This is an optimization exercise on Yosys and OpenROAD, whose aim is small area, a short achievable clock period and few clock cycles, not a production implementation. In this exercise RTL edits were held to simulation tests only and were not proved equivalent to the original. No activity file was given, so power comes from the tool's default toggle rates.

$ cat flow/run.sh
#!/bin/bash
# The standard layout with two synthesis/placement choices changed:
# - yosys's full/half-adder extraction (ADDER_MAP_FILE) is skipped, so ABC
#   maps the adders and comparators with the rest of the logic;
# - the port buffers that placement inserts are buf_1 cells.
set -euo pipefail
bash standard.sh ADDER_MAP_FILE= "BUFFER_PORTS_ARGS=-buffer_cell sky130_fd_sc_hd__buf_1" finish > orfs_make.log 2>&1
$ cat standard.sh
#!/bin/bash
# synth_recipe.tcl (not shown) runs the flow's synth.tcl, then flattens the netlist and writes it again
# the make line also repeats each setting of config.mk as NAME=value (left out here)
make -C /OpenROAD-flow-scripts/flow DESIGN_CONFIG=/design/flow/config.mk WORK_HOME=/design/flow/orfs CLKGATE_MAP_FILE= SYNTH_SCRIPT=/design/flow/synth_recipe.tcl "${@:-finish}"
$ cat config.mk
export PLATFORM = sky130hd
export DESIGN_NAME = gvi_codec
export DESIGN_NICKNAME = gvi_codec
export VERILOG_FILES = /design/flow/design.v
export SDC_FILE = /design/flow/constraint.sdc
export NUM_CORES = 4
export LEC_CHECK = 0
export CAP_MARGIN = 20
export CORE_MARGIN = 2
export CORE_UTILIZATION = 40
export SETUP_SLACK_MARGIN = 4.4
export SLEW_MARGIN = 20
$ cat constraint.sdc
create_clock -name core_clock -period 7.0 [get_ports {clk}]
set_input_delay 1.4000 -clock core_clock [delete_from_list [all_inputs] [get_ports {clk}]]
set_output_delay 1.4000 -clock core_clock [all_outputs]
set_load 0.01 [all_outputs]
$ cat design.v
module gvi_safe_enc (
    input  wire [7:0] r,
    output reg  [7:0] chr
);
    always @(*) begin
        case (r)
            8'd0: chr = 8'h41;
            8'd1: chr = 8'h42;
            8'd2: chr = 8'h43;
            8'd3: chr = 8'h44;
            8'd4: chr = 8'h45;
            8'd5: chr = 8'h46;
            8'd6: chr = 8'h47;
            8'd7: chr = 8'h48;
            8'd8: chr = 8'h49;
            8'd9: chr = 8'h4a;
            8'd10: chr = 8'h4b;
            8'd11: chr = 8'h4c;
            8'd12: chr = 8'h4d;
            8'd13: chr = 8'h4e;
            8'd14: chr = 8'h4f;
            8'd15: chr = 8'h50;
            8'd16: chr = 8'h51;
            8'd17: chr = 8'h52;
            8'd18: chr = 8'h53;
            8'd19: chr = 8'h54;
            8'd20: chr = 8'h55;
            8'd21: chr = 8'h56;
            8'd22: chr = 8'h57;
            8'd23: chr = 8'h58;
            8'd24: chr = 8'h59;
            8'd25: chr = 8'h5a;
            8'd26: chr = 8'h61;
            8'd27: chr = 8'h62;
            8'd28: chr = 8'h63;
            8'd29: chr = 8'h64;
            8'd30: chr = 8'h65;
            8'd31: chr = 8'h66;
            8'd32: chr = 8'h67;
            8'd33: chr = 8'h68;
            8'd34: chr = 8'h69;
            8'd35: chr = 8'h6a;
            8'd36: chr = 8'h6b;
            8'd37: chr = 8'h6c;
            8'd38: chr = 8'h6d;
            8'd39: chr = 8'h6e;
            8'd40: chr = 8'h6f;
            8'd41: chr = 8'h70;
            8'd42: chr = 8'h71;
            8'd43: chr = 8'h72;
            8'd44: chr = 8'h73;
            8'd45: chr = 8'h74;
            8'd46: chr = 8'h75;
            8'd47: chr = 8'h76;
            8'd48: chr = 8'h77;
            8'd49: chr = 8'h78;
            8'd50: chr = 8'h79;
            8'd51: chr = 8'h7a;
            8'd52: chr = 8'h30;
            8'd53: chr = 8'h31;
            8'd54: chr = 8'h32;
            8'd55: chr = 8'h33;
            8'd56: chr = 8'h34;
            8'd57: chr = 8'h35;
            8'd58: chr = 8'h36;
            8'd59: chr = 8'h37;
            8'd60: chr = 8'h38;
            8'd61: chr = 8'h39;
            8'd62: chr = 8'h21;
            8'd63: chr = 8'h23;
            8'd64: chr = 8'h24;
            8'd65: chr = 8'h25;
            8'd66: chr = 8'h26;
            8'd67: chr = 8'h28;
            8'd68: chr = 8'h29;
            8'd69: chr = 8'h2a;
            8'd70: chr = 8'h2b;
            8'd71: chr = 8'h2c;
            8'd72: chr = 8'h2d;
            8'd73: chr = 8'h2e;
            8'd74: chr = 8'h2f;
            8'd75: chr = 8'h3a;
            8'd76: chr = 8'h3b;
            8'd77: chr = 8'h3c;
            8'd78: chr = 8'h3d;
            8'd79: chr = 8'h3e;
            8'd80: chr = 8'h3f;
            8'd81: chr = 8'h5b;
            8'd82: chr = 8'h5d;
            8'd83: chr = 8'h5e;
            8'd84: chr = 8'h5f;
            8'd85: chr = 8'h7b;
            8'd86: chr = 8'h7c;
            8'd87: chr = 8'h7d;
            8'd88: chr = 8'h7e;
            8'd89: chr = 8'hc0;
            8'd90: chr = 8'hc1;
            8'd91: chr = 8'hc2;
            8'd92: chr = 8'hc3;
            8'd93: chr = 8'hc4;
            8'd94: chr = 8'hc5;
            8'd95: chr = 8'hc6;
            8'd96: chr = 8'hc7;
            8'd97: chr = 8'hc8;
            8'd98: chr = 8'hc9;
            8'd99: chr = 8'hca;
            8'd100: chr = 8'hcb;
            8'd101: chr = 8'hcc;
            8'd102: chr = 8'hcd;
            8'd103: chr = 8'hce;
            8'd104: chr = 8'hcf;
            8'd105: chr = 8'hd0;
            8'd106: chr = 8'hd1;
            8'd107: chr = 8'hd2;
            8'd108: chr = 8'hd3;
            8'd109: chr = 8'hd4;
            8'd110: chr = 8'hd5;
            8'd111: chr = 8'hd6;
            8'd112: chr = 8'hd8;
            8'd113: chr = 8'hd9;
            8'd114: chr = 8'hda;
            8'd115: chr = 8'hdb;
            8'd116: chr = 8'hdc;
            8'd117: chr = 8'hdd;
            8'd118: chr = 8'hde;
            8'd119: chr = 8'hdf;
            8'd120: chr = 8'he0;
            8'd121: chr = 8'he1;
            8'd122: chr = 8'h41;
            8'd123: chr = 8'h42;
            8'd124: chr = 8'h43;
            8'd125: chr = 8'h44;
            8'd126: chr = 8'h45;
            8'd127: chr = 8'h46;
            8'd128: chr = 8'h47;
            8'd129: chr = 8'h48;
            8'd130: chr = 8'h49;
            8'd131: chr = 8'h4a;
            8'd132: chr = 8'h4b;
            8'd133: chr = 8'h4c;
            8'd134: chr = 8'h4d;
            8'd135: chr = 8'h4e;
            8'd136: chr = 8'h4f;
            8'd137: chr = 8'h50;
            8'd138: chr = 8'h51;
            8'd139: chr = 8'h52;
            8'd140: chr = 8'h53;
            8'd141: chr = 8'h54;
            8'd142: chr = 8'h55;
            8'd143: chr = 8'h56;
            8'd144: chr = 8'h57;
            8'd145: chr = 8'h58;
            8'd146: chr = 8'h59;
            8'd147: chr = 8'h5a;
            8'd148: chr = 8'h5b;
            8'd149: chr = 8'h5c;
            8'd150: chr = 8'h5d;
            8'd151: chr = 8'h5e;
            8'd152: chr = 8'h5f;
            8'd153: chr = 8'h60;
            8'd154: chr = 8'h61;
            8'd155: chr = 8'h62;
            8'd156: chr = 8'h63;
            8'd157: chr = 8'h64;
            8'd158: chr = 8'h65;
            8'd159: chr = 8'h66;
            8'd160: chr = 8'h67;
            8'd161: chr = 8'h68;
            8'd162: chr = 8'h69;
            8'd163: chr = 8'h6a;
            8'd164: chr = 8'h6b;
            8'd165: chr = 8'h6c;
            8'd166: chr = 8'h6d;
            8'd167: chr = 8'h6e;
            8'd168: chr = 8'h6f;
            8'd169: chr = 8'h70;
            8'd170: chr = 8'h71;
            8'd171: chr = 8'h72;
            8'd172: chr = 8'h73;
            8'd173: chr = 8'h74;
            8'd174: chr = 8'h75;
            8'd175: chr = 8'h76;
            8'd176: chr = 8'h77;
            8'd177: chr = 8'h78;
            8'd178: chr = 8'h79;
            8'd179: chr = 8'h7a;
            8'd180: chr = 8'h7b;
            8'd181: chr = 8'h7c;
            8'd182: chr = 8'h7d;
            8'd183: chr = 8'h7e;
            8'd184: chr = 8'h7f;
            8'd185: chr = 8'h80;
            8'd186: chr = 8'h81;
            8'd187: chr = 8'h82;
            8'd188: chr = 8'h83;
            8'd189: chr = 8'h84;
            8'd190: chr = 8'h85;
            8'd191: chr = 8'h86;
            8'd192: chr = 8'h87;
            8'd193: chr = 8'h88;
            8'd194: chr = 8'h89;
            8'd195: chr = 8'h8a;
            8'd196: chr = 8'h8b;
            8'd197: chr = 8'h8c;
            8'd198: chr = 8'h8d;
            8'd199: chr = 8'h8e;
            8'd200: chr = 8'h8f;
            8'd201: chr = 8'h90;
            8'd202: chr = 8'h91;
            8'd203: chr = 8'h92;
            8'd204: chr = 8'h93;
            8'd205: chr = 8'h94;
            8'd206: chr = 8'h95;
            8'd207: chr = 8'h96;
            8'd208: chr = 8'h97;
            8'd209: chr = 8'h98;
            8'd210: chr = 8'h99;
            8'd211: chr = 8'h9a;
            8'd212: chr = 8'h9b;
            8'd213: chr = 8'h9c;
            8'd214: chr = 8'h9d;
            8'd215: chr = 8'h9e;
            8'd216: chr = 8'h9f;
            8'd217: chr = 8'ha0;
            8'd218: chr = 8'ha1;
            8'd219: chr = 8'ha2;
            8'd220: chr = 8'ha3;
            8'd221: chr = 8'ha4;
            8'd222: chr = 8'ha5;
            8'd223: chr = 8'ha6;
            8'd224: chr = 8'ha7;
            8'd225: chr = 8'ha8;
            8'd226: chr = 8'ha9;
            8'd227: chr = 8'haa;
            8'd228: chr = 8'hab;
            8'd229: chr = 8'hac;
            8'd230: chr = 8'had;
            8'd231: chr = 8'hae;
            8'd232: chr = 8'haf;
            8'd233: chr = 8'hb0;
            8'd234: chr = 8'hb1;
            8'd235: chr = 8'hb2;
            8'd236: chr = 8'hb3;
            8'd237: chr = 8'hb4;
            8'd238: chr = 8'hb5;
            8'd239: chr = 8'hb6;
            8'd240: chr = 8'hb7;
            8'd241: chr = 8'hb8;
            8'd242: chr = 8'hb9;
            8'd243: chr = 8'hba;
            8'd244: chr = 8'hbb;
            8'd245: chr = 8'hbc;
            8'd246: chr = 8'hbd;
            8'd247: chr = 8'hbe;
            8'd248: chr = 8'hbf;
            8'd249: chr = 8'hc0;
            8'd250: chr = 8'hc1;
            8'd251: chr = 8'hc2;
            8'd252: chr = 8'hc3;
            8'd253: chr = 8'hc4;
            8'd254: chr = 8'hc5;
            8'd255: chr = 8'hc6;
            default: chr = 8'h00;
        endcase
    end
endmodule
module gvi_safe_dec (
    input  wire [7:0] chr,
    output reg        hit,
    output reg  [6:0] idx
);
    always @(*) begin
        case (chr)
            8'h00: begin hit = 1'b0; idx = 7'd4; end
            8'h01: begin hit = 1'b0; idx = 7'd5; end
            8'h02: begin hit = 1'b0; idx = 7'd6; end
            8'h03: begin hit = 1'b0; idx = 7'd7; end
            8'h04: begin hit = 1'b0; idx = 7'd8; end
            8'h05: begin hit = 1'b0; idx = 7'd9; end
            8'h06: begin hit = 1'b0; idx = 7'd10; end
            8'h07: begin hit = 1'b0; idx = 7'd11; end
            8'h08: begin hit = 1'b0; idx = 7'd12; end
            8'h09: begin hit = 1'b0; idx = 7'd13; end
            8'h0a: begin hit = 1'b0; idx = 7'd14; end
            8'h0b: begin hit = 1'b0; idx = 7'd15; end
            8'h0c: begin hit = 1'b0; idx = 7'd16; end
            8'h0d: begin hit = 1'b0; idx = 7'd17; end
            8'h0e: begin hit = 1'b0; idx = 7'd18; end
            8'h0f: begin hit = 1'b0; idx = 7'd19; end
            8'h10: begin hit = 1'b0; idx = 7'd20; end
            8'h11: begin hit = 1'b0; idx = 7'd21; end
            8'h12: begin hit = 1'b0; idx = 7'd22; end
            8'h13: begin hit = 1'b0; idx = 7'd23; end
            8'h14: begin hit = 1'b0; idx = 7'd24; end
            8'h15: begin hit = 1'b0; idx = 7'd25; end
            8'h16: begin hit = 1'b0; idx = 7'd26; end
            8'h17: begin hit = 1'b0; idx = 7'd27; end
            8'h18: begin hit = 1'b0; idx = 7'd28; end
            8'h19: begin hit = 1'b0; idx = 7'd29; end
            8'h1a: begin hit = 1'b0; idx = 7'd30; end
            8'h1b: begin hit = 1'b0; idx = 7'd31; end
            8'h1c: begin hit = 1'b0; idx = 7'd32; end
            8'h1d: begin hit = 1'b0; idx = 7'd33; end
            8'h1e: begin hit = 1'b0; idx = 7'd34; end
            8'h1f: begin hit = 1'b0; idx = 7'd35; end
            8'h20: begin hit = 1'b0; idx = 7'd36; end
            8'h21: begin hit = 1'b1; idx = 7'd62; end
            8'h22: begin hit = 1'b0; idx = 7'd38; end
            8'h23: begin hit = 1'b1; idx = 7'd63; end
            8'h24: begin hit = 1'b1; idx = 7'd64; end
            8'h25: begin hit = 1'b1; idx = 7'd65; end
            8'h26: begin hit = 1'b1; idx = 7'd66; end
            8'h27: begin hit = 1'b0; idx = 7'd43; end
            8'h28: begin hit = 1'b1; idx = 7'd67; end
            8'h29: begin hit = 1'b1; idx = 7'd68; end
            8'h2a: begin hit = 1'b1; idx = 7'd69; end
            8'h2b: begin hit = 1'b1; idx = 7'd70; end
            8'h2c: begin hit = 1'b1; idx = 7'd71; end
            8'h2d: begin hit = 1'b1; idx = 7'd72; end
            8'h2e: begin hit = 1'b1; idx = 7'd73; end
            8'h2f: begin hit = 1'b1; idx = 7'd74; end
            8'h30: begin hit = 1'b1; idx = 7'd52; end
            8'h31: begin hit = 1'b1; idx = 7'd53; end
            8'h32: begin hit = 1'b1; idx = 7'd54; end
            8'h33: begin hit = 1'b1; idx = 7'd55; end
            8'h34: begin hit = 1'b1; idx = 7'd56; end
            8'h35: begin hit = 1'b1; idx = 7'd57; end
            8'h36: begin hit = 1'b1; idx = 7'd58; end
            8'h37: begin hit = 1'b1; idx = 7'd59; end
            8'h38: begin hit = 1'b1; idx = 7'd60; end
            8'h39: begin hit = 1'b1; idx = 7'd61; end
            8'h3a: begin hit = 1'b1; idx = 7'd75; end
            8'h3b: begin hit = 1'b1; idx = 7'd76; end
            8'h3c: begin hit = 1'b1; idx = 7'd77; end
            8'h3d: begin hit = 1'b1; idx = 7'd78; end
            8'h3e: begin hit = 1'b1; idx = 7'd79; end
            8'h3f: begin hit = 1'b1; idx = 7'd80; end
            8'h40: begin hit = 1'b0; idx = 7'd127; end
            8'h41: begin hit = 1'b1; idx = 7'd0; end
            8'h42: begin hit = 1'b1; idx = 7'd1; end
            8'h43: begin hit = 1'b1; idx = 7'd2; end
            8'h44: begin hit = 1'b1; idx = 7'd3; end
            8'h45: begin hit = 1'b1; idx = 7'd4; end
            8'h46: begin hit = 1'b1; idx = 7'd5; end
            8'h47: begin hit = 1'b1; idx = 7'd6; end
            8'h48: begin hit = 1'b1; idx = 7'd7; end
            8'h49: begin hit = 1'b1; idx = 7'd8; end
            8'h4a: begin hit = 1'b1; idx = 7'd9; end
            8'h4b: begin hit = 1'b1; idx = 7'd10; end
            8'h4c: begin hit = 1'b1; idx = 7'd11; end
            8'h4d: begin hit = 1'b1; idx = 7'd12; end
            8'h4e: begin hit = 1'b1; idx = 7'd13; end
            8'h4f: begin hit = 1'b1; idx = 7'd14; end
            8'h50: begin hit = 1'b1; idx = 7'd15; end
            8'h51: begin hit = 1'b1; idx = 7'd16; end
            8'h52: begin hit = 1'b1; idx = 7'd17; end
            8'h53: begin hit = 1'b1; idx = 7'd18; end
            8'h54: begin hit = 1'b1; idx = 7'd19; end
            8'h55: begin hit = 1'b1; idx = 7'd20; end
            8'h56: begin hit = 1'b1; idx = 7'd21; end
            8'h57: begin hit = 1'b1; idx = 7'd22; end
            8'h58: begin hit = 1'b1; idx = 7'd23; end
            8'h59: begin hit = 1'b1; idx = 7'd24; end
            8'h5a: begin hit = 1'b1; idx = 7'd25; end
            8'h5b: begin hit = 1'b1; idx = 7'd81; end
            8'h5c: begin hit = 1'b0; idx = 7'd27; end
            8'h5d: begin hit = 1'b1; idx = 7'd82; end
            8'h5e: begin hit = 1'b1; idx = 7'd83; end
            8'h5f: begin hit = 1'b1; idx = 7'd84; end
            8'h60: begin hit = 1'b0; idx = 7'd25; end
            8'h61: begin hit = 1'b1; idx = 7'd26; end
            8'h62: begin hit = 1'b1; idx = 7'd27; end
            8'h63: begin hit = 1'b1; idx = 7'd28; end
            8'h64: begin hit = 1'b1; idx = 7'd29; end
            8'h65: begin hit = 1'b1; idx = 7'd30; end
            8'h66: begin hit = 1'b1; idx = 7'd31; end
            8'h67: begin hit = 1'b1; idx = 7'd32; end
            8'h68: begin hit = 1'b1; idx = 7'd33; end
            8'h69: begin hit = 1'b1; idx = 7'd34; end
            8'h6a: begin hit = 1'b1; idx = 7'd35; end
            8'h6b: begin hit = 1'b1; idx = 7'd36; end
            8'h6c: begin hit = 1'b1; idx = 7'd37; end
            8'h6d: begin hit = 1'b1; idx = 7'd38; end
            8'h6e: begin hit = 1'b1; idx = 7'd39; end
            8'h6f: begin hit = 1'b1; idx = 7'd40; end
            8'h70: begin hit = 1'b1; idx = 7'd41; end
            8'h71: begin hit = 1'b1; idx = 7'd42; end
            8'h72: begin hit = 1'b1; idx = 7'd43; end
            8'h73: begin hit = 1'b1; idx = 7'd44; end
            8'h74: begin hit = 1'b1; idx = 7'd45; end
            8'h75: begin hit = 1'b1; idx = 7'd46; end
            8'h76: begin hit = 1'b1; idx = 7'd47; end
            8'h77: begin hit = 1'b1; idx = 7'd48; end
            8'h78: begin hit = 1'b1; idx = 7'd49; end
            8'h79: begin hit = 1'b1; idx = 7'd50; end
            8'h7a: begin hit = 1'b1; idx = 7'd51; end
            8'h7b: begin hit = 1'b1; idx = 7'd85; end
            8'h7c: begin hit = 1'b1; idx = 7'd86; end
            8'h7d: begin hit = 1'b1; idx = 7'd87; end
            8'h7e: begin hit = 1'b1; idx = 7'd88; end
            8'h7f: begin hit = 1'b0; idx = 7'd56; end
            8'h80: begin hit = 1'b0; idx = 7'd57; end
            8'h81: begin hit = 1'b0; idx = 7'd58; end
            8'h82: begin hit = 1'b0; idx = 7'd59; end
            8'h83: begin hit = 1'b0; idx = 7'd60; end
            8'h84: begin hit = 1'b0; idx = 7'd61; end
            8'h85: begin hit = 1'b0; idx = 7'd62; end
            8'h86: begin hit = 1'b0; idx = 7'd63; end
            8'h87: begin hit = 1'b0; idx = 7'd64; end
            8'h88: begin hit = 1'b0; idx = 7'd65; end
            8'h89: begin hit = 1'b0; idx = 7'd66; end
            8'h8a: begin hit = 1'b0; idx = 7'd67; end
            8'h8b: begin hit = 1'b0; idx = 7'd68; end
            8'h8c: begin hit = 1'b0; idx = 7'd69; end
            8'h8d: begin hit = 1'b0; idx = 7'd70; end
            8'h8e: begin hit = 1'b0; idx = 7'd71; end
            8'h8f: begin hit = 1'b0; idx = 7'd72; end
            8'h90: begin hit = 1'b0; idx = 7'd73; end
            8'h91: begin hit = 1'b0; idx = 7'd74; end
            8'h92: begin hit = 1'b0; idx = 7'd75; end
            8'h93: begin hit = 1'b0; idx = 7'd76; end
            8'h94: begin hit = 1'b0; idx = 7'd77; end
            8'h95: begin hit = 1'b0; idx = 7'd78; end
            8'h96: begin hit = 1'b0; idx = 7'd79; end
            8'h97: begin hit = 1'b0; idx = 7'd80; end
            8'h98: begin hit = 1'b0; idx = 7'd81; end
            8'h99: begin hit = 1'b0; idx = 7'd82; end
            8'h9a: begin hit = 1'b0; idx = 7'd83; end
            8'h9b: begin hit = 1'b0; idx = 7'd84; end
            8'h9c: begin hit = 1'b0; idx = 7'd85; end
            8'h9d: begin hit = 1'b0; idx = 7'd86; end
            8'h9e: begin hit = 1'b0; idx = 7'd55; end
            8'h9f: begin hit = 1'b0; idx = 7'd56; end
            8'ha0: begin hit = 1'b0; idx = 7'd57; end
            8'ha1: begin hit = 1'b0; idx = 7'd58; end
            8'ha2: begin hit = 1'b0; idx = 7'd59; end
            8'ha3: begin hit = 1'b0; idx = 7'd60; end
            8'ha4: begin hit = 1'b0; idx = 7'd61; end
            8'ha5: begin hit = 1'b0; idx = 7'd62; end
            8'ha6: begin hit = 1'b0; idx = 7'd63; end
            8'ha7: begin hit = 1'b0; idx = 7'd64; end
            8'ha8: begin hit = 1'b0; idx = 7'd65; end
            8'ha9: begin hit = 1'b0; idx = 7'd66; end
            8'haa: begin hit = 1'b0; idx = 7'd67; end
            8'hab: begin hit = 1'b0; idx = 7'd68; end
            8'hac: begin hit = 1'b0; idx = 7'd69; end
            8'had: begin hit = 1'b0; idx = 7'd70; end
            8'hae: begin hit = 1'b0; idx = 7'd71; end
            8'haf: begin hit = 1'b0; idx = 7'd72; end
            8'hb0: begin hit = 1'b0; idx = 7'd73; end
            8'hb1: begin hit = 1'b0; idx = 7'd74; end
            8'hb2: begin hit = 1'b0; idx = 7'd75; end
            8'hb3: begin hit = 1'b0; idx = 7'd76; end
            8'hb4: begin hit = 1'b0; idx = 7'd77; end
            8'hb5: begin hit = 1'b0; idx = 7'd78; end
            8'hb6: begin hit = 1'b0; idx = 7'd79; end
            8'hb7: begin hit = 1'b0; idx = 7'd80; end
            8'hb8: begin hit = 1'b0; idx = 7'd81; end
            8'hb9: begin hit = 1'b0; idx = 7'd82; end
            8'hba: begin hit = 1'b0; idx = 7'd83; end
            8'hbb: begin hit = 1'b0; idx = 7'd84; end
            8'hbc: begin hit = 1'b0; idx = 7'd85; end
            8'hbd: begin hit = 1'b0; idx = 7'd86; end
            8'hbe: begin hit = 1'b0; idx = 7'd87; end
            8'hbf: begin hit = 1'b0; idx = 7'd88; end
            8'hc0: begin hit = 1'b1; idx = 7'd89; end
            8'hc1: begin hit = 1'b1; idx = 7'd90; end
            8'hc2: begin hit = 1'b1; idx = 7'd91; end
            8'hc3: begin hit = 1'b1; idx = 7'd92; end
            8'hc4: begin hit = 1'b1; idx = 7'd93; end
            8'hc5: begin hit = 1'b1; idx = 7'd94; end
            8'hc6: begin hit = 1'b1; idx = 7'd95; end
            8'hc7: begin hit = 1'b1; idx = 7'd96; end
            8'hc8: begin hit = 1'b1; idx = 7'd97; end
            8'hc9: begin hit = 1'b1; idx = 7'd98; end
            8'hca: begin hit = 1'b1; idx = 7'd99; end
            8'hcb: begin hit = 1'b1; idx = 7'd100; end
            8'hcc: begin hit = 1'b1; idx = 7'd101; end
            8'hcd: begin hit = 1'b1; idx = 7'd102; end
            8'hce: begin hit = 1'b1; idx = 7'd103; end
            8'hcf: begin hit = 1'b1; idx = 7'd104; end
            8'hd0: begin hit = 1'b1; idx = 7'd105; end
            8'hd1: begin hit = 1'b1; idx = 7'd106; end
            8'hd2: begin hit = 1'b1; idx = 7'd107; end
            8'hd3: begin hit = 1'b1; idx = 7'd108; end
            8'hd4: begin hit = 1'b1; idx = 7'd109; end
            8'hd5: begin hit = 1'b1; idx = 7'd110; end
            8'hd6: begin hit = 1'b1; idx = 7'd111; end
            8'hd7: begin hit = 1'b0; idx = 7'd112; end
            8'hd8: begin hit = 1'b1; idx = 7'd112; end
            8'hd9: begin hit = 1'b1; idx = 7'd113; end
            8'hda: begin hit = 1'b1; idx = 7'd114; end
            8'hdb: begin hit = 1'b1; idx = 7'd115; end
            8'hdc: begin hit = 1'b1; idx = 7'd116; end
            8'hdd: begin hit = 1'b1; idx = 7'd117; end
            8'hde: begin hit = 1'b1; idx = 7'd118; end
            8'hdf: begin hit = 1'b1; idx = 7'd119; end
            8'he0: begin hit = 1'b1; idx = 7'd120; end
            8'he1: begin hit = 1'b1; idx = 7'd121; end
            8'he2: begin hit = 1'b0; idx = 7'd122; end
            8'he3: begin hit = 1'b0; idx = 7'd123; end
            8'he4: begin hit = 1'b0; idx = 7'd124; end
            8'he5: begin hit = 1'b0; idx = 7'd125; end
            8'he6: begin hit = 1'b0; idx = 7'd126; end
            8'he7: begin hit = 1'b0; idx = 7'd127; end
            8'he8: begin hit = 1'b0; idx = 7'd0; end
            8'he9: begin hit = 1'b0; idx = 7'd1; end
            8'hea: begin hit = 1'b0; idx = 7'd2; end
            8'heb: begin hit = 1'b0; idx = 7'd3; end
            8'hec: begin hit = 1'b0; idx = 7'd4; end
            8'hed: begin hit = 1'b0; idx = 7'd5; end
            8'hee: begin hit = 1'b0; idx = 7'd6; end
            8'hef: begin hit = 1'b0; idx = 7'd7; end
            8'hf0: begin hit = 1'b0; idx = 7'd8; end
            8'hf1: begin hit = 1'b0; idx = 7'd9; end
            8'hf2: begin hit = 1'b0; idx = 7'd10; end
            8'hf3: begin hit = 1'b0; idx = 7'd11; end
            8'hf4: begin hit = 1'b0; idx = 7'd12; end
            8'hf5: begin hit = 1'b0; idx = 7'd13; end
            8'hf6: begin hit = 1'b0; idx = 7'd14; end
            8'hf7: begin hit = 1'b0; idx = 7'd15; end
            8'hf8: begin hit = 1'b0; idx = 7'd16; end
            8'hf9: begin hit = 1'b0; idx = 7'd17; end
            8'hfa: begin hit = 1'b0; idx = 7'd18; end
            8'hfb: begin hit = 1'b0; idx = 7'd19; end
            8'hfc: begin hit = 1'b0; idx = 7'd20; end
            8'hfd: begin hit = 1'b0; idx = 7'd21; end
            8'hfe: begin hit = 1'b0; idx = 7'd22; end
            8'hff: begin hit = 1'b0; idx = 7'd23; end
            default: begin hit = 1'b0; idx = 7'd0; end
        endcase
    end
endmodule
module gvi_encoder (
    input  wire       clk,
    input  wire       rst,
    input  wire       in_valid,
    output wire       in_ready,
    input  wire [3:0] in_nib,
    input  wire       in_last,
    input  wire [3:0] in_shift,
    output wire       out_valid,
    input  wire       out_ready,
    output wire [7:0] out_char,
    output wire       out_last
);
    reg [13:0] buf_r;      
    reg  [2:0] wn;         
    reg        rh;         
    reg        full;       
    reg        drain;      
    reg        first;      
    reg  [3:0] mshift;
    reg  [7:0] pr;
    reg        pv, pesc, plast;
    reg  [7:0] ochar;
    reg        ovalid, olast;
    reg        ph;         
    reg        in_ready_r;
    function [3:0] kbits(input [2:0] n, input h, input f);
        reg [3:0] k0;
        begin
            k0 = {n[1:0], n[2], 1'b0};                            
            if (f) kbits = 4'd14;
            else if (h) kbits = k0[3] ? k0 - 4'd7 : k0 + 4'd7;   
            else kbits = k0;
        end
    endfunction
    wire [3:0] k = kbits(wn, rh, full);
    assign in_ready  = in_ready_r;
    assign out_valid = ovalid;
    assign out_char  = ochar;
    assign out_last  = olast;
    wire in_fire = in_valid & in_ready;
    wire [6:0] win = rh ? {buf_r[7], buf_r[8], buf_r[9], buf_r[10], buf_r[11], buf_r[12], buf_r[13]}
                        : {buf_r[0], buf_r[1], buf_r[2], buf_r[3], buf_r[4], buf_r[5], buf_r[6]};
    wire [6:0] mask = {1'b1, k > 4'd1, k > 4'd2, k > 4'd3, k > 4'd4, k > 4'd5, k > 4'd6};
    wire [6:0] sym  = win & mask;
    wire       esc  = (sym[6:3] == 4'b1111) & (sym[2] | sym[1]);
    wire       have = (k >= 4'd7) | (drain & (k != 4'd0));
    wire       fin  = drain & (k <= 4'd7);        
    wire ofree = !ovalid | out_ready;
    wire pmove = ofree & pv & (!pesc | ph);
    wire pfree = !pv | pmove;
    wire pop   = pfree & have;
    wire [7:0] safe_chr;
    gvi_safe_enc u_enc (.r(pr), .chr(safe_chr));
    wire       refin   = pop & fin;               
    wire       drain_n = !refin & (drain | (in_fire & in_last));
    wire [2:0] wn_n    = refin ? 3'd0 : !in_fire ? wn : (wn == 3'd6) ? 3'd0 : wn + 3'd1;
    wire       rh_n    = !refin & (rh ^ pop);
    wire       full_n  = !refin & !pop & (full | (in_fire & !rh & (wn == 3'd6)));
    wire [3:0] k_n     = kbits(wn_n, rh_n, full_n);
    always @(posedge clk) begin
        if (rst) begin
            in_ready_r <= 1'b1;
            wn     <= 3'd0;
            rh     <= 1'b0;
            full   <= 1'b0;
            drain  <= 1'b0;
            first  <= 1'b1;
            pv     <= 1'b0;
            ph     <= 1'b0;
            ovalid <= 1'b0;
        end else begin
            in_ready_r <= !drain_n & (k_n <= 4'd10);
            drain <= drain_n;
            wn    <= wn_n;
            rh    <= rh_n;
            full  <= full_n;
            if (in_fire) begin
                if (wn == 3'd0) buf_r[0]  <= in_nib[3];
                if (wn == 3'd3) buf_r[0]  <= in_nib[1];
                if (wn == 3'd0) buf_r[1]  <= in_nib[2];
                if (wn == 3'd3) buf_r[1]  <= in_nib[0];
                if (wn == 3'd0) buf_r[2]  <= in_nib[1];
                if (wn == 3'd4) buf_r[2]  <= in_nib[3];
                if (wn == 3'd0) buf_r[3]  <= in_nib[0];
                if (wn == 3'd4) buf_r[3]  <= in_nib[2];
                if (wn == 3'd1) buf_r[4]  <= in_nib[3];
                if (wn == 3'd4) buf_r[4]  <= in_nib[1];
                if (wn == 3'd1) buf_r[5]  <= in_nib[2];
                if (wn == 3'd4) buf_r[5]  <= in_nib[0];
                if (wn == 3'd1) buf_r[6]  <= in_nib[1];
                if (wn == 3'd5) buf_r[6]  <= in_nib[3];
                if (wn == 3'd1) buf_r[7]  <= in_nib[0];
                if (wn == 3'd5) buf_r[7]  <= in_nib[2];
                if (wn == 3'd2) buf_r[8]  <= in_nib[3];
                if (wn == 3'd5) buf_r[8]  <= in_nib[1];
                if (wn == 3'd2) buf_r[9]  <= in_nib[2];
                if (wn == 3'd5) buf_r[9]  <= in_nib[0];
                if (wn == 3'd2) buf_r[10] <= in_nib[1];
                if (wn == 3'd6) buf_r[10] <= in_nib[3];
                if (wn == 3'd2) buf_r[11] <= in_nib[0];
                if (wn == 3'd6) buf_r[11] <= in_nib[2];
                if (wn == 3'd3) buf_r[12] <= in_nib[3];
                if (wn == 3'd6) buf_r[12] <= in_nib[1];
                if (wn == 3'd3) buf_r[13] <= in_nib[2];
                if (wn == 3'd6) buf_r[13] <= in_nib[0];
                first <= in_last;
                if (first) mshift <= in_shift;
            end
            if (pfree) pv <= have;
            if (pop) begin
                pr    <= esc ? {5'd0, sym[2:0] - 3'd2} : {1'b0, sym} + {4'd0, mshift};
                pesc  <= esc;
                plast <= fin;
            end
            if (ofree) ovalid <= pv;
            if (ofree & pv) begin
                if (pesc & !ph) begin
                    ochar <= 8'h40;
                    olast <= 1'b0;
                    ph    <= 1'b1;
                end else begin
                    ochar <= pesc ? {5'b00110, pr[2:0]} : safe_chr;
                    olast <= plast;
                    ph    <= 1'b0;
                end
            end
        end
    end
endmodule
module gvi_decoder (
    input  wire       clk,
    input  wire       rst,
    input  wire       in_valid,
    output wire       in_ready,
    input  wire [7:0] in_char,
    input  wire       in_last,
    input  wire [3:0] in_shift,
    output wire       out_valid,
    input  wire       out_ready,
    output wire [3:0] out_nib,
    output wire [1:0] out_err,
    output wire       out_last
);
    localparam [1:0] E_NONE = 2'd0, E_CHAR = 2'd1, E_TRUNC = 2'd2, E_ESC = 2'd3;
    reg  [6:0] cidx;
    reg        chit;       
    reg        c_at;       
    reg        cd05;       
    reg        clast, cv;
    reg        first;      
    reg  [3:0] mshift;
    reg        esc_pend;   
    reg        skipping;   
    reg [13:0] buf_r;
    reg        wh;         
    reg  [2:0] rn;         
    reg        full;       
    reg        drain;      
    reg  [1:0] derr;       
    reg  [3:0] onib;
    reg  [1:0] oerr;
    reg        ovalid, olast;
    reg        in_ready_r;
    function [3:0] kbits(input [2:0] n, input h, input f);
        reg [3:0] k0;
        begin
            k0 = (n == 3'd0) ? 4'd0 : (n == 3'd1) ? 4'd10 : (n == 3'd2) ? 4'd6 : (n == 3'd3) ? 4'd2 :
                 (n == 3'd4) ? 4'd12 : (n == 3'd5) ? 4'd8 : 4'd4;       
            if (f) kbits = 4'd14;
            else if (h) kbits = k0[3] ? k0 - 4'd7 : k0 + 4'd7;     
            else kbits = k0;
        end
    endfunction
    wire [3:0] k = kbits(rn, wh, full);
    assign in_ready  = in_ready_r;
    assign out_valid = ovalid;
    assign out_nib   = onib;
    assign out_err   = oerr;
    assign out_last  = olast;
    wire in_fire = in_valid & in_ready;
    wire ofree = !ovalid | out_ready;
    wire rd    = ofree & (k >= 4'd4);
    wire erd   = ofree & !(k >= 4'd4) & drain & (derr != E_NONE);
    wire rfin  = rd & drain & (derr == E_NONE) & (k < 4'd8);    
    reg  [3:0] rnib;
    always @(*) begin
        case (rn)
            3'd0: rnib = {buf_r[0],  buf_r[1],  buf_r[2],  buf_r[3]};
            3'd1: rnib = {buf_r[4],  buf_r[5],  buf_r[6],  buf_r[7]};
            3'd2: rnib = {buf_r[8],  buf_r[9],  buf_r[10], buf_r[11]};
            3'd3: rnib = {buf_r[12], buf_r[13], buf_r[0],  buf_r[1]};
            3'd4: rnib = {buf_r[2],  buf_r[3],  buf_r[4],  buf_r[5]};
            3'd5: rnib = {buf_r[6],  buf_r[7],  buf_r[8],  buf_r[9]};
            default: rnib = {buf_r[10], buf_r[11], buf_r[12], buf_r[13]};
        endcase
    end
    wire done = rfin | erd;    
    wire       in_hit;
    wire [6:0] in_idx;
    gvi_safe_dec u_dec (.chr(in_char), .hit(in_hit), .idx(in_idx));
    wire [7:0] sub  = {1'b0, cidx} - {4'd0, mshift};
    wire [6:0] rsym = sub[7] ? (sub[6:0] + 7'd122) : sub[6:0];
    reg        want_wr;    
    reg  [6:0] psym;
    reg  [1:0] perr;
    always @(*) begin
        want_wr = 1'b0;
        psym    = rsym;
        perr    = E_NONE;
        if (esc_pend) begin
            psym = {4'b1111, cidx[2:0] - 3'd2};    
            if (cd05) want_wr = 1'b1;
            else perr = E_ESC;
        end else if (c_at) begin
            if (clast) perr = E_TRUNC;
        end else if (chit) begin
            want_wr = 1'b1;
        end else begin
            perr = E_CHAR;
        end
    end
    wire       room  = (k <= 4'd7);
    wire       proc  = cv & (skipping | (!drain & (!want_wr | room)));
    wire       wr    = proc & !skipping & want_wr;
    wire       bw    = cv & !drain & room;
    wire       perr_go = proc & !skipping & (perr != E_NONE);
    wire       fin_in  = (wr & clast) | perr_go;    
    wire       cv_n   = in_fire | (cv & !proc);
    wire       c_at_n = in_fire ? (in_char == 8'h40) : c_at;
    reg        skipping_n;
    always @(*) begin
        skipping_n = skipping;
        if (proc) begin
            if (skipping) begin
                if (clast) skipping_n = 1'b0;
            end else if (perr != E_NONE) begin
                skipping_n = !clast;
            end
        end
    end
    wire       drain_n = !done & (drain | fin_in);
    wire       wh_n    = !done & (wh ^ wr);
    wire [2:0] rn_n    = done ? 3'd0 : !rd ? rn : (rn == 3'd6) ? 3'd0 : rn + 3'd1;
    wire       full_n  = !done & (wr ? (wh & (rd ? rn == 3'd6 : rn == 3'd0)) : (full & !rd));
    wire [3:0] k_n     = kbits(rn_n, wh_n, full_n);
    integer i;
    always @(posedge clk) begin
        if (rst) begin
            cv       <= 1'b0;
            first    <= 1'b1;
            esc_pend <= 1'b0;
            skipping <= 1'b0;
            wh       <= 1'b0;
            rn       <= 3'd0;
            full     <= 1'b0;
            drain    <= 1'b0;
            derr     <= E_NONE;
            ovalid   <= 1'b0;
            in_ready_r <= 1'b1;
        end else begin
            in_ready_r <= !cv_n | skipping_n | (!drain_n & ((k_n <= 4'd7) | c_at_n));
            cv       <= cv_n;
            skipping <= skipping_n;
            drain    <= drain_n;
            wh       <= wh_n;
            rn       <= rn_n;
            full     <= full_n;
            if (in_fire) begin
                cidx  <= in_idx;
                chit  <= in_hit;
                c_at  <= (in_char == 8'h40);
                cd05  <= (in_char[7:3] == 5'b00110) & !(in_char[2] & in_char[1]);
                clast <= in_last;
                first <= in_last;
                if (first) mshift <= in_shift;
            end
            if (proc & !skipping) begin
                esc_pend <= !esc_pend & c_at & !clast;
                if (perr != E_NONE) derr <= perr;
            end
            if (bw) begin
                for (i = 0; i < 7; i = i + 1)
                    if (wh) buf_r[7 + i] <= psym[6 - i];
                    else    buf_r[i]     <= psym[6 - i];
            end
            if (ofree) begin
                ovalid <= rd | erd;
                onib   <= rnib;
                oerr   <= rd ? E_NONE : derr;
                olast  <= rfin | erd;
            end
            if (done) derr <= E_NONE;
        end
    end
endmodule
module gvi_codec (
    input  wire       clk,
    input  wire       rst,
    input  wire       enc_in_valid,
    output wire       enc_in_ready,
    input  wire [3:0] enc_in_nib,
    input  wire       enc_in_last,
    input  wire [3:0] enc_in_shift,
    output wire       enc_out_valid,
    input  wire       enc_out_ready,
    output wire [7:0] enc_out_char,
    output wire       enc_out_last,
    input  wire       dec_in_valid,
    output wire       dec_in_ready,
    input  wire [7:0] dec_in_char,
    input  wire       dec_in_last,
    input  wire [3:0] dec_in_shift,
    output wire       dec_out_valid,
    input  wire       dec_out_ready,
    output wire [3:0] dec_out_nib,
    output wire [1:0] dec_out_err,
    output wire       dec_out_last
);
    gvi_encoder u_encoder (
        .clk(clk), .rst(rst),
        .in_valid(enc_in_valid), .in_ready(enc_in_ready),
        .in_nib(enc_in_nib), .in_last(enc_in_last), .in_shift(enc_in_shift),
        .out_valid(enc_out_valid), .out_ready(enc_out_ready),
        .out_char(enc_out_char), .out_last(enc_out_last)
    );
    gvi_decoder u_decoder (
        .clk(clk), .rst(rst),
        .in_valid(dec_in_valid), .in_ready(dec_in_ready),
        .in_char(dec_in_char), .in_last(dec_in_last), .in_shift(dec_in_shift),
        .out_valid(dec_out_valid), .out_ready(dec_out_ready),
        .out_nib(dec_out_nib), .out_err(dec_out_err), .out_last(dec_out_last)
    );
endmodule
==> results_dict.tcl, run 1 <==
set metrics [dict create \
    status "no timing/DRC/antenna violations" \
    rows 47 \
    wl_per_cell_um 15.9 \
    cellPowerDensity_nw_per_um2 233 \
    synth_nets 797 \
    crit_fanout 16 \
    cts_root_buf "clkbuf_16" \
    arrival_ns 2.61 \
    r2r_setup_slack_ns 4.56 \
    ys_seq_area_share_pct 40.2 \
    drt_iter0_markers 587 \
    power_mw 1.73 \
    clock_path_buffers 2 \
    grt_overflow 0 \
    end_kind "register" \
    avgSynthCellArea_sq_um 8.70 \
    final_area_sq_um 7430 \
    drv_slew 0 \
    yosys_register_bits 98 \
    critPathLaunchType "input pin" \
    synth_area_leaders "edfxtp_1 33%, dfxtp_1 7.5%, a21oi_1 4.7%" \
    yosys.area.top_type "edfxtp_1" \
    finalSetupViolations 0 \
    yosys.cell_types.count 85 \
    syn_inst 769 \
    grt_pass1_vias 5353 \
    cts_buffers 9 \
    antenna_found_initial 0 \
    num_antenna_cells 0 \
    cts_tree "done" \
    grt_start_max_net_pins 33 \
    gp_congestion 0.881 \
    drv_cap 0 \
    synthTopCellsByCount "84 x nand2_1, 73 x edfxtp_1, 72 x nor2_1, 63 x a21oi_1, 53 x o21ai_0" \
    hp-class "register to register" \
    syn_to_final_growth_pct 11.0 \
    fp.dieW_um 133 \
    drc 0 \
    ys_warn_count 4 \
    initial_core_util_pct 40.7 \
    portBuffers 47 \
    finalCritPeriodShare_pct 35.9 \
    die_h_um 133 \
    cts_sinks 98 \
    dpl-instance-area_sq_um 6960 \
    worstSetupPathType "input pin to register" \
    crit_required_ns 7.10 \
    clk_transition_reported_paths_ns 0.07 \
    setup_tns_ns 0 \
    dp_hpwl_um 11100 \
    synth.most_common_cell "nand2_1" \
    dieArea_sq_um 17800 \
    synth_ff_type "edfxtp_1" \
    clock_latency_ns 0.36 \
    io_pins 48 \
    htreeDepth 3 \
    fmax_mhz 398 \
    fin_worst_skew_ns 0.00582 \
    wl_um 16000 \
    slew_headroom_pct 45.8 \
    synth_top_area_share_pct 32.7 \
    ant_nets 0 \
    grt_pass1_wl_um 26400 \
    cts_hold_buf 0 \
    synth_enable_flop_cells 73 \
    dr.pass1.iters 5 \
    final-hold-violation-count 0 \
    leakage_nw 2.50 \
    tightest_slew_ns 0.807 \
    netlist_area_sq_um 6690 \
    nets 806 \
    ir_worst_vdd_v 0.000186 \
    via_per_inst 5.78 \
    core_sq_um 16500 \
    groute.usage.overall_pct 18.0 \
    rsz0062_at_grt "false" \
    drive_above_1_share_pct 13.3 \
    vias 5800 \
    ys_async_sr_fraction_pct 0 \
    min_period_ns 2.51 \
]
## sequential cells by signal (all words and copies together), names as in the netlist, 3 cells and up
name and flops:
u_decoder.buf_r 14, u_decoder.cidx 7, u_decoder.mshift 4, u_decoder.onib 4, u_decoder.rn 3, u_encoder.buf_r 14, u_encoder.mshift 4, u_encoder.ochar 8
u_encoder.pr 8, u_encoder.wn 3
## metrics by stage
stage | hold WS, ns | util, % | setup WS, ns | instances
after floorplan | 0.429 | - | 4.21 | 769
after global placement | 0.451 | 42.3 | 3.49 | 982
after detailed placement | 0.470 | 42.3 | 3.45 | 982
after CTS | 0.488 | 44.4 | 4.40 | 999
after global routing | 0.513 | 45.1 | 4.38 | 1003
final | 0.478 | 45.1 | 4.49 | 1003
## routing by layer
layer  global-route usage [%]  vias up  share of wire [%]
met5                        0        -                  0
met4                     6.38        0                1.5
met3                     3.08       14                4.4
met2                     27.5      170                 46
met1                     25.6     2743                 49
li1                         -     2873                  -
## critical path, cell delays in order
cell	delay (ns)
buf_8	0.13
clkinvlp_4	0.17
nand2_4	0.14
nor2_1	0.07
nand3_2	0.13
o21ai_0	0.11
mux4_2	0.46
## cell usage in the layout (no fill, tap or decap), types with 11 or more instances in the layout
master and instances:
nand2b_1 11, mux2i_1 11, xnor2_1 20, mux2_2 22, nor2b_1 23, o21ai_0 51
edfxtp_1 73, nand2_1 81, dfxtp_1 20, inv_1 19, o31ai_1 12, buf_1 41
nand3_1 19, nor3_1 26, a21oi_1 62, nor2_1 66, a211oi_1 11
## worst paths after layout
| check | startpoint | to | depth (start not counted) |
|---|---|---|---|
| setup / recovery | dec_in_char[3] | u_decoder.cidx[5]$_DFFE_PP_ | 7 |
| hold / removal | u_encoder.first$_SDFFE_PP1P_ | u_encoder.first$_SDFFE_PP1P_ | 2 |
| setup reg to reg | u_decoder.cidx[2]$_DFFE_PP_ | u_decoder.buf_r[11]$_DFFE_PP_ | 7 |
| hold reg to reg | u_encoder.first$_SDFFE_PP1P_ | u_encoder.first$_SDFFE_PP1P_ | 2 |
## power by group
group | internal [mW] | switching [mW] | leakage [nW] | total [mW]
combinational | 0.203 | 0.260 | 1.48 | 0.463
sequential | 0.696 | 0.0899 | 0.884 | 0.786
clock | 0.248 | 0.234 | 0.133 | 0.482
## repair_timing
item                       4_1_cts  5_1_grt
setup buffers                    1        4
hold endpoints to repair         0        0
pin swaps                        0        2
gates resized for setup         31       26
setup endpoints to repair       14       26
## final cells by class
| class | instances | area [sq um] |
|---|---|---|
| clock buffers | 9 | 225 |
| clock inverters | 7 | 61.3 |
| fillers | 1605 | 9030 |
| inverters | 22 | 93.8 |
| multi-input cells | 593 | 3790 |
| flip-flops and latches | 98 | 2700 |
| well taps | 220 | 275 |
| repair buffers | 54 | 285 |
## cells by family after synthesis
kind of cell,share of synthesized area [%]
simple gates,21.6
compound gates,23.4
flops,40.2
buf+inv,4.73
mux,6.36
xor+xnor,3.53
fa+ha+maj,0.150
Testbench counts, summed over its fixed seeds: cycles 36,153.
==> inputs of run 2 (changes only) <==
--- a/config.mk
+++ b/config.mk
@@ -6,7 +6,8 @@
 export NUM_CORES = 4
 export LEC_CHECK = 0
+export ABC_AREA = 1
 export CAP_MARGIN = 20
 export CORE_MARGIN = 2
 export CORE_UTILIZATION = 40
-export SETUP_SLACK_MARGIN = 4.4
+export SETUP_SLACK_MARGIN = 4.8
 export SLEW_MARGIN = 20
==> run 2 against run 1 <==
Largest power group is now combinational cells; flip-flop and latch count unchanged; critical path type unchanged; synthesized area decreased by 3.1%; maximum frequency grew 7.9%.
==> results_dict.tcl, run 2 <==
set metrics [dict create \
    dr.pass1.iters 6 \
    core_sq_um 15900 \
    dpl-instance-area_sq_um 7050 \
    holdWs_ns 0.480 \
    syn_inst 885 \
    die_h_um 131 \
    rsz0062_at_grt "true" \
    final-hold-violation-count 0 \
    final_area_sq_um 8330 \
    nets 1010 \
    ys_async_sr_fraction_pct 0 \
    grt_pass1_wl_um 27200 \
    gp_congestion 0.918 \
    crit_required_ns 7.10 \
    netlist_area_sq_um 6490 \
    rows 46 \
    initial_core_util_pct 40.8 \
    avgSynthCellArea_sq_um 7.33 \
    synth-simple-area-share_pct 30.3 \
    yosys_register_bits 98 \
    ys_seq_area_share_pct 41.5 \
    synth_xor_area_share_pct 1.35 \
    final_common_cell "nand2_1" \
    cts_sinks 98 \
    synth_top_area_share_pct 33.8 \
    grt_overflow 0 \
    leakage_nw 3.49 \
    finalCritPeriodShare_pct 33.2 \
    htreeDepth 3 \
    dp_hpwl_um 11400 \
    portBuffers 47 \
    clock_path_buffers 2 \
    cts_root_buf "clkbuf_16" \
    clk_transition_reported_paths_ns 0.06 \
    yosys.cell_types.count 55 \
    drc 0 \
    io_pins 48 \
    finalSetupViolations 0 \
    synth_ff_type "edfxtp_1" \
    drt_iter0_markers 688 \
    final_cell_mix "185 x nand2_1, 90 x inv_1, 81 x nor2_1" \
    wl_um 16500 \
    ir_worst_vdd_v 0.000151 \
    fp.dieW_um 131 \
    status "no timing/DRC/antenna violations" \
    cts_hold_buf 0 \
    tightest_slew_ns 0.487 \
    synthMuxAreaShare_pct 0.154 \
    slew_headroom_pct 67.4 \
    ant_nets 0 \
    fmax_mhz 430 \
    yosys.area.top_type "edfxtp_1" \
    end_kind "register" \
    wl_per_cell_um 13.7 \
    worstSetupPathType "input pin to register" \
    cts_tree "done" \
    fin_worst_skew_ns 0.00885 \
    groute.usage.overall_pct 18.9 \
    cts_buffers 9 \
    fin_ws_ns 4.67 \
    synth.most_common_cell "nand2_1" \
    antenna_found_initial 1 \
    crit_fanout 10 \
    critPathLaunchType "input pin" \
    drv_slew 0 \
    hp-class "register to register" \
    ys_warn_count 4 \
    clock_latency_ns 0.35 \
    pre_cts_slack_ns 3.58 \
    drive_above_1_share_pct 26.3 \
    synth_fa_ha_area_share_pct 0 \
    min_period_ns 2.33 \
    synth_top_family_by_area "simple AND/OR/NAND/NOR gates" \
    synthTopCellsByCount "204 x nand2_1, 105 x inv_1, 101 x nor2_1, 73 x edfxtp_1, 66 x o21ai_0" \
    power_mw 2.35 \
    grt_start_max_net_pins 16 \
    fillerInstances 1507 \
    synth_enable_flop_cells 73 \
    dieArea_sq_um 17300 \
    top_regs "u_decoder.buf_r x14, u_encoder.buf_r x14" \
    syn_to_final_growth_pct 28.3 \
    vias 6255 \
    synth_area_leaders "edfxtp_1 34%, nand2_1 12%, dfxtp_1 7.7%" \
    synth_nets 913 \
    drv_cap 0 \
    setup_tns_ns 0 \
    cellPowerDensity_nw_per_um2 282 \
    via_per_inst 5.20 \
    arrival_ns 2.43 \
    grt_pass1_vias 5679 \
    synth-compound-area-share_pct 17.5 \
]
run 2: cell types whose count changed in the layout (fill, tap and decap cells not counted), moves of 24 or more:
cell | before | now
nand2_2 | 2 | 26
nand3_1 | 19 | 48
nand2_1 | 81 | 185
inv_1 | 19 | 90
buf_4 | 4 | 53
run 2: power by group:
group	switching, mW	leakage (nW)	total [mW]	internal [mW]
logic	0.651	2.50	1.06	0.412
registers	0.0898	0.884	0.836	0.747
clock network	0.212	0.114	0.451	0.239
run 2: cell families after synthesis:
| family | after synthesis |
|---|---|
| and+or+nand+nor | 435 |
| AOI/OAI and AO/OA | 192 |
| buffers and inverters | 149 |
| muxes | 1 |
| xor gates and xnor gates | 10 |
| DFF | 98 |
run 2: timing repair:
action,in CTS,in global routing
buffers inserted,37,23
pin swaps,26,21
gates cloned,3,0
resized for setup,99,51
setup endpoints to repair,74,78
run 2: cell type report:
class / count / area (sq um) / area share [%]
Antenna cell: 1 / 2.50 / 0.0301
Clock buffer: 11 / 233 / 2.79
Clock inverter: 4 / 30.0 / 0.361
Inverter: 123 / 538 / 6.46
Multi-Input combinational cell: 638 / 3610 / 43.4
Sequential cell: 98 / 2710 / 32.6
Tap cell: 216 / 270 / 3.25
Timing Repair Buffer: 112 / 931 / 11.2
run 2: per-layer routing:
| metal | global-route usage (%) | wire length [um] | vias up |
|---|---|---|---|
| li1 | - | - | 3191 |
| met1 | 25.9 | 7590 | 2783 |
| met2 | 29.9 | 7560 | 239 |
| met3 | 3.05 | 923 | 42 |
| met4 | 7.85 | 388 | 0 |
| met5 | 0 | 0 | - |
run 2: metrics by stage:
| stage | util (%) | std cells |
|---|---|---|
| 3_3_place_gp | 44.4 | 1124 |
| 3_5_place_dp | 44.4 | 1124 |
| 5_1_grt | 52.4 | 1202 |
| 4_1_cts | 50.5 | 1179 |
| 6_report | 52.4 | 1203 |
| 2_1_floorplan | - | 885 |
run 2: worst paths after layout:
| check | start | depth (start not counted) | endpoint | slack [ns] |
|---|---|---|---|---|
| max reg2reg | u_encoder.pr[3]$_SDFFCE_PP0P_ | 8 | u_encoder.ochar[6]$_SDFFCE_PP1P_ | 4.94 |
| min | u_decoder.first$_SDFFE_PP1P_ | 2 | u_decoder.first$_SDFFE_PP1P_ | 0.48 |
| min reg2reg | u_decoder.first$_SDFFE_PP1P_ | 2 | u_decoder.first$_SDFFE_PP1P_ | 0.48 |
| max | dec_in_char[3] | 10 | u_decoder.cidx[3]$_DFFE_PP_ | 4.67 |
run 2: critical path, stage by stage:
cell and delay [ns]:
buf_8 0.15, clkinv_8 0.09, nand2_2 0.11, nor2_4 0.06
nor2_1 0.10, inv_1 0.08, o2111ai_1 0.19, o211ai_1 0.12
nand2_1 0.07, nand2_1 0.05
==> inputs of run 3 (changes only) <==
--- a/config.mk
+++ b/config.mk
@@ -10,4 +10,4 @@
 export CORE_MARGIN = 2
 export CORE_UTILIZATION = 40
-export SETUP_SLACK_MARGIN = 4.8
+export SETUP_SLACK_MARGIN = 4.7
 export SLEW_MARGIN = 20
==> run 3 against run 2 <==
Total power is 5.4% lower; first-iteration DRC count decreased by 27%; die area did not move; critical path type unchanged; via count is 2.6% lower; largest cell class unchanged; register-to-register slack got worse by 0.10 ns; critical path depth grew 2; count of clock-buffer cells in the layout decreased by 1; synthesized area unchanged; flip-flop and latch count did not move; synthesized cell count unchanged.
==> results_dict.tcl, run 3 <==
set metrics [dict create \
    status "no timing/DRC/antenna violations" \
    core_sq_um 15900 \
    hp-class "register to register" \
    groute.usage.overall_pct 18.1 \
    vias 6094 \
    dp_hpwl_um 11400 \
    rows 46 \
    post-place-cells 1123 \
    nets 973 \
    clock_path_buffers 2 \
    leakage_nw 3.23 \
    final_common_cell "nand2_1" \
    grt_busiest_layer "met2" \
    use_met2_pct 26.5 \
    avgSynthCellArea_sq_um 7.33 \
    num_antenna_cells 0 \
    critical_path.top_delay_family "simple AND/OR/NAND/NOR gates" \
    grt_start_max_net_pins 22 \
    ys_warn_count 4 \
    io_pins 48 \
    synth_fa_ha_area_share_pct 0 \
    cellPowerDensity_nw_per_um2 286 \
    grt_pass1_vias 5325 \
    final-hold-violation-count 0 \
    critPathLaunchType "input pin" \
    cts_tree "done" \
    worstSetupPathType "input pin to register" \
    die_h_um 131 \
    power_mw 2.22 \
    arrival_ns 2.38 \
    synth.most_common_cell "nand2_1" \
    synth_xor_area_share_pct 1.35 \
    synthTopCellsByCount "204 x nand2_1, 105 x inv_1, 101 x nor2_1, 73 x edfxtp_1, 66 x o21ai_0" \
    ys_seq_area_share_pct 41.5 \
    initial_core_util_pct 40.8 \
    cts_hold_buf 0 \
    crit_required_ns 7.10 \
    finalCritPeriodShare_pct 32.7 \
    gp_congestion 0.912 \
    dr.pass1.iters 7 \
    crit_fanout 8 \
    synth-simple-area-share_pct 30.3 \
    ir_worst_vdd_v 0.000168 \
    fp.dieW_um 131 \
    cts_sinks 98 \
    yosys.area.top_type "edfxtp_1" \
    tightest_slew_ns 0.499 \
    cp.depth 12 \
    min_period_ns 2.29 \
    yosys.cell_types.count 55 \
    use_met3_pct 3.74 \
    fin_worst_skew_ns 0.00833 \
    fin_ws_ns 4.71 \
    ys_async_sr_fraction_pct 0 \
    ff2ff_path_depth 10 \
    synth_area_leaders "edfxtp_1 34%, nand2_1 12%, dfxtp_1 7.7%" \
    setup_tns_ns 0 \
    final_cell_mix "189 x nand2_1, 94 x inv_1, 84 x nor2_1" \
    final_area_sq_um 7770 \
    grt_overflow 0 \
    synthMuxAreaShare_pct 0.154 \
    dpl-instance-area_sq_um 7010 \
    cts_buffers 9 \
    whs_path_depth 2 \
    clock_latency_ns 0.35 \
    rsz0062_at_grt "true" \
    fmax_mhz 437 \
    grt_pass1_wl_um 26000 \
    yosys_register_bits 98 \
    finalSetupViolations 0 \
    crit_top_cell "nand2_1" \
    top_regs "u_decoder.buf_r x14, u_encoder.buf_r x14" \
    via_per_inst 5.23 \
    slew_headroom_pct 66.6 \
    synth_enable_flop_cells 73 \
    portBuffers 47 \
    synth_top_area_share_pct 33.8 \
    cp_num_buf_inv 4 \
    worstPathCellList "buf_12 > clkinv_8 > nor2_4 > inv_4 > nand2_4 > inv_2 > nand2_2 > o31ai_1 > nand2_1 > o211ai_1 > nand2_1 > nand4_1" \
    wl_per_cell_um 13.4 \
    drive_above_1_share_pct 19.5 \
    drc 0 \
    wl_um 15700 \
    pre_cts_slack_ns 3.55 \
    end_kind "register" \
    cts_root_buf "clkbuf_16" \
    htreeDepth 3 \
    fillerInstances 1606 \
    max_stage_delay_ns 0.16 \
    drv_slew 0 \
    gr-usage-met1_pct 26.4 \
    instances_no_fill 1166 \
    syn_inst 885 \
    synth-compound-area-share_pct 17.5 \
    synth_top_family_by_area "simple AND/OR/NAND/NOR gates" \
    synth_nets 913 \
    dieArea_sq_um 17300 \
    drv_cap 0 \
    drt_iter0_markers 504 \
    antenna_found_initial 0 \
    clk_transition_reported_paths_ns 0.07 \
    ant_nets 0 \
    netlist_area_sq_um 6490 \
    critPathSlowestCell "nor2_4" \
    synth_ff_type "edfxtp_1" \
    syn_to_final_growth_pct 19.7 \
]
==> run 3: cell counts after synthesis <==
Identical to the previous run, type by type.
==> run 3: worst reg2reg max path: cells and delay by family (launching register included) <==
family                 cells  cell delay, ns
DFF                        1            0.55
and+or+nand+nor            5            0.92
AOI/OAI and AO/OA          3            0.36
buffers and inverters      2            0.18
==> run 3: worst paths after layout <==
path,startpoint,endpoint,slack [ns]
setup / recovery,dec_in_char[2],u_decoder.cidx[5]$_DFFE_PP_,4.71
hold / removal,u_decoder.first$_SDFFE_PP1P_,u_decoder.first$_SDFFE_PP1P_,0.47
setup reg to reg,u_encoder.pr[1]$_DFFE_PP_,u_encoder.ochar[4]$_SDFFCE_PP0P_,4.84
hold reg to reg,u_decoder.first$_SDFFE_PP1P_,u_decoder.first$_SDFFE_PP1P_,0.47
==> run 3: power breakdown <==
group          switching (mW)  internal (mW)
clock network           0.219          0.242
logic                   0.607          0.322
registers              0.0891          0.744
total                   0.915           1.31
==> run 3: kinds of logic (layout without fill, tap and decap cells) <==
kind of cell | Yosys count | count (layout)
compound gates | 192 | 192
buf+inv | 149 | 213
mux | 1 | 1
flops | 98 | 98
xor+xnor | 10 | 10
simple gates | 435 | 436
==> run 3: repair_timing <==
| action | 4_1_cts | 5_1_grt |
|---|---|---|
| endpoints found under the setup margin | 69 | 46 |
| pin swaps | 3 | 18 |
| buffers inserted | 3 | 22 |
| resized for setup | 40 | 55 |
| gates cloned | 2 | 0 |
==> run 3: through the flow <==
stage                     utilization [%]  hold WS (ns)
after CTS                            46.7         0.474
final                                48.9         0.467
after global placement               44.1         0.448
after floorplan                         -         0.432
after global routing                 48.9         0.510
after detailed placement             44.1         0.455
==> run 3: metal layers <==
metal	part of all wire [%]	routed length (um)
met5	0	0
met4	2.1	323
met3	6.3	994
met2	44	6870
met1	48	7480
==> run 3: layout make-up <==
cell class                      count  area, sq um  area share [%]
Clock buffer                       10          229            2.95
Tap cell                          216          270            3.48
Inverter                          123          541            6.96
Timing Repair Buffer               73          483            6.22
Timing Repair inverter              1         5.00          0.0644
Multi-Input combinational cell    639         3490            44.9
Clock inverter                      6         42.5           0.548
Sequential cell                    98         2710            34.8
==> inputs of run 4 (changes only) <==
--- a/config.mk
+++ b/config.mk
@@ -10,4 +10,4 @@
 export CORE_MARGIN = 2
 export CORE_UTILIZATION = 40
-export SETUP_SLACK_MARGIN = 4.7
+export SETUP_SLACK_MARGIN = 4.6
 export SLEW_MARGIN = 20
==> run 4 against run 3 <==
Die area unchanged; via count decreased by 2.5%; count of clock-buffer cells in the layout unchanged; first-iteration DRC count is 12% higher; synthesized cell count unchanged; final cell count decreased by 1.8%; sequential power about the same; sequential share of layout area is 1.3 points higher.
==> results_dict.tcl, run 4 <==
set metrics [dict create \
    switching_share_pct 39.8 \
    syn_inst 885 \
    critical_path.top_delay_family "simple AND/OR/NAND/NOR gates" \
    tightest_slew_ns 0.719 \
    netlist_area_sq_um 6490 \
    wl_per_cell_um 13.3 \
    dr.pass1.iters 5 \
    critPathSlowestCell "nor3b_1" \
    max_stage_delay_ns 0.64 \
    htreeDepth 3 \
    gp_congestion 0.914 \
    instances_no_fill 1145 \
    synthMuxAreaShare_pct 0.154 \
    groute.usage.overall_pct 17.5 \
    fin_worst_skew_ns 0.00398 \
    finalSetupViolations 0 \
    setup_tns_ns 0 \
    cellPowerDensity_nw_per_um2 301 \
    grt_pass1_vias 5416 \
    hp-start "u_decoder.first$_SDFFE_PP1P_" \
    antenna_found_initial 0 \
    synth_nets 913 \
    ys_seq_area_share_pct 41.5 \
    final_cell_mix "194 x nand2_1, 97 x inv_1, 85 x nor2_1" \
    dieArea_sq_um 17300 \
    ant_nets 0 \
    fp.dieW_um 131 \
    dp_hpwl_um 11400 \
    crit_fanout 21 \
    worstSetupPathType "input pin to register" \
    synth_top_family_by_area "simple AND/OR/NAND/NOR gates" \
    critPathLaunchType "input pin" \
    yosys.cell_types.count 55 \
    cts_buffers 9 \
    drc 0 \
    clk_transition_reported_paths_ns 0.07 \
    final_area_sq_um 7460 \
    via_per_inst 5.19 \
    synth-simple-area-share_pct 30.3 \
    drt_iter0_markers 566 \
    cp_num_buf_inv 2 \
    slew_headroom_pct 52.0 \
    num_antenna_cells 0 \
    vias 5939 \
    arrival_ns 2.35 \
    internal_power_mw 1.35 \
    fillerInstances 1595 \
    combPwrFrac_pct 39.3 \
    p_switching_uw 896 \
    hp-class "register to register" \
    min_period_ns 2.37 \
    drv_cap 0 \
    core_sq_um 15900 \
    cts_sinks 98 \
    grt_overflow 0 \
    yosys_register_bits 98 \
    dpl-instance-area_sq_um 6960 \
    status "no timing/DRC/antenna violations" \
    drive_above_1_share_pct 15.1 \
    crit_path_start "rst" \
    nets 952 \
    clock_latency_ns 0.35 \
    cts_root_buf "clkbuf_16" \
    grt_start_max_net_pins 21 \
    leakage_nw 3.10 \
    end_kind "register" \
    r2r_start "u_encoder.wn[0]$_SDFF_PP0_" \
    top_regs "u_decoder.buf_r x14, u_encoder.buf_r x14" \
    final_common_cell "nand2_1" \
    drv_slew 0 \
    grt_pass1_wl_um 25100 \
    worstPathCellList "buf_1 > buf_4 > nor3b_1" \
    synth_enable_flop_cells 73 \
    holdWs_ns 0.472 \
    syn_to_final_growth_pct 15.0 \
    multi_input_area_sq_um 3390 \
    cts_hold_buf 0 \
    final-seq-area_sq_um 2700 \
    synth_area_leaders "edfxtp_1 34%, nand2_1 12%, dfxtp_1 7.7%" \
    portBuffers 47 \
    ir_worst_vdd_v 0.000165 \
    fmax_mhz 422 \
    post-place-cells 1123 \
    yosys.area.top_type "edfxtp_1" \
    final-hold-violation-count 0 \
    die_h_um 131 \
    synth_top_area_share_pct 33.8 \
    synth-compound-area-share_pct 17.5 \
    cts_tree "done" \
    avgSynthCellArea_sq_um 7.33 \
    synthTopCellsByCount "204 x nand2_1, 105 x inv_1, 101 x nor2_1, 73 x edfxtp_1, 66 x o21ai_0" \
    crit_required_ns 6.98 \
    clock_path_buffers 2 \
    initial_core_util_pct 40.8 \
    io_pins 48 \
    clkPwrFrac_pct 23.7 \
    wl_um 15200 \
    synth_fa_ha_area_share_pct 0 \
    synth_ff_type "edfxtp_1" \
    ys_async_sr_fraction_pct 0 \
    ys_warn_count 4 \
    finalCritPeriodShare_pct 33.9 \
    synth_xor_area_share_pct 1.35 \
    rows 46 \
    finish.utilization_pct 47.0 \
    seq_power_share_pct 37.0 \
    rsz0062_at_grt "true" \
    r2r_setup_slack_ns 4.79 \
    synth.most_common_cell "nand2_1" \
]
==> run 4: cell counts after synthesis <==
Identical to the previous run, type by type.
==> run 4: worst paths after layout <==
| path | end | cells after the start |
|---|---|---|
| max | u_decoder.mshift[0]$_DFFE_PP_ | 3 |
| max reg2reg | u_encoder.pr[6]$_SDFFCE_PP0P_ | 13 |
| min reg2reg | u_decoder.first$_SDFFE_PP1P_ | 2 |
| min | u_decoder.first$_SDFFE_PP1P_ | 2 |
==> run 4: kinds of logic after synthesis <==
kind of cell / Yosys count
XOR/XNOR: 10
AND/OR/NAND/NOR: 435
buffers and inverters: 149
AO/OA/AOI/OAI: 192
multiplexers: 1
flip-flops: 98
==> run 4: final cells by class <==
class | count | area share [%]
clock buffer | 10 | 3.07
clock inverter | 6 | 1.21
inverter | 123 | 6.87
multi-input combinational | 639 | 45.4
sequential | 98 | 36.1
tap | 216 | 3.62
timing repair buffer | 53 | 3.70
==> run 4: layer usage <==
layer,up-vias,global-route usage (%),share of wire (%)
met5,-,0,0
met1,2642,24.4,49
met2,204,26.9,44
met4,0,5.74,1.6
li1,3074,-,-
met3,19,3.82,5.1
==> run 4: worst register-to-register path: stages, from the launching register on <==
cell and delay, ns:
dfxtp_1 0.68, nor2_2 0.06, inv_2 0.09, nand3_2 0.08, nand2_4 0.14, inv_2 0.07, nand2_1 0.14, nand4_2 0.16
o21ai_2 0.23, nand2_1 0.09, nand2_2 0.08, nand2_1 0.08, nand2_1 0.06, nor2_1 0.03
==> run 4: repair_timing <==
| item | 4_1_cts | 5_1_grt |
|---|---|---|
| hold endpoints to repair | 0 | 0 |
| gates resized for setup | 24 | 29 |
| pin swaps | 1 | 6 |
| setup buffers | 2 | 3 |
| gates cloned | 0 | 1 |
| setup endpoints to repair | 55 | 59 |
==> run 4: power groups by stage <==
stage	Clock (mW)	Sequential [mW]	Combinational, mW
6_report	0.534	0.832	0.884
5_1_grt	0.568	0.844	1.00
4_1_cts	0.548	0.829	0.869
3_5_place_dp	0	0.840	0.860
3_3_place_gp	0	0.841	0.860
2_1_floorplan	0	0.805	0.731
==> run 4: stage by stage <==
step | total power, mW | worst slack, ns
floorplan | 1.54 | 4.51
global placement | 1.70 | 3.64
detailed placement | 1.70 | 3.66
CTS | 2.25 | 4.57
global route | 2.41 | 4.55
finish | 2.25 | 4.63

==> afterwards: timing with drivers on the ports <==
No port has a modelled driver above. Below, the same layouts with a new extraction and two added sets of constraints. Step 1 (the two cells are an assumption about what drives the block):
set clk [get_ports {clk}]
set_driving_cell -lib_cell sky130_fd_sc_hd__clkbuf_16 $clk
set_driving_cell -lib_cell sky130_fd_sc_hd__buf_2 [delete_from_list [all_inputs] $clk]
Step 2 times the ports against the registers' clock, not the clock port: input delays grow and output delays shrink by t, the midpoint of the rising clock arrivals with the driver on. a / b / c = ideal / step 1 / step 2; a / b = the first two.
| run | shift t [ns] | slack for setup (ns) | hold slack, ns |
|---|---|---|---|
| run 1 | 0.394 | 4.490 / 4.479 / 4.086 | 0.478 / 0.478 / 0.478 |
| run 2 | 0.386 | 4.673 / 4.656 / 4.271 | 0.480 / 0.480 / 0.480 |
| run 3 | 0.387 | 4.714 / 4.685 / 4.306 | 0.467 / 0.467 / 0.467 |
| run 4 | 0.383 | 4.630 / 4.642 / 4.259 | 0.472 / 0.472 / 0.472 |
After both steps setup and hold are still met in every run listed. The setup slack of run 3, which loses most, moves by -0.029 ns with the drivers and by -0.408 ns with both steps.
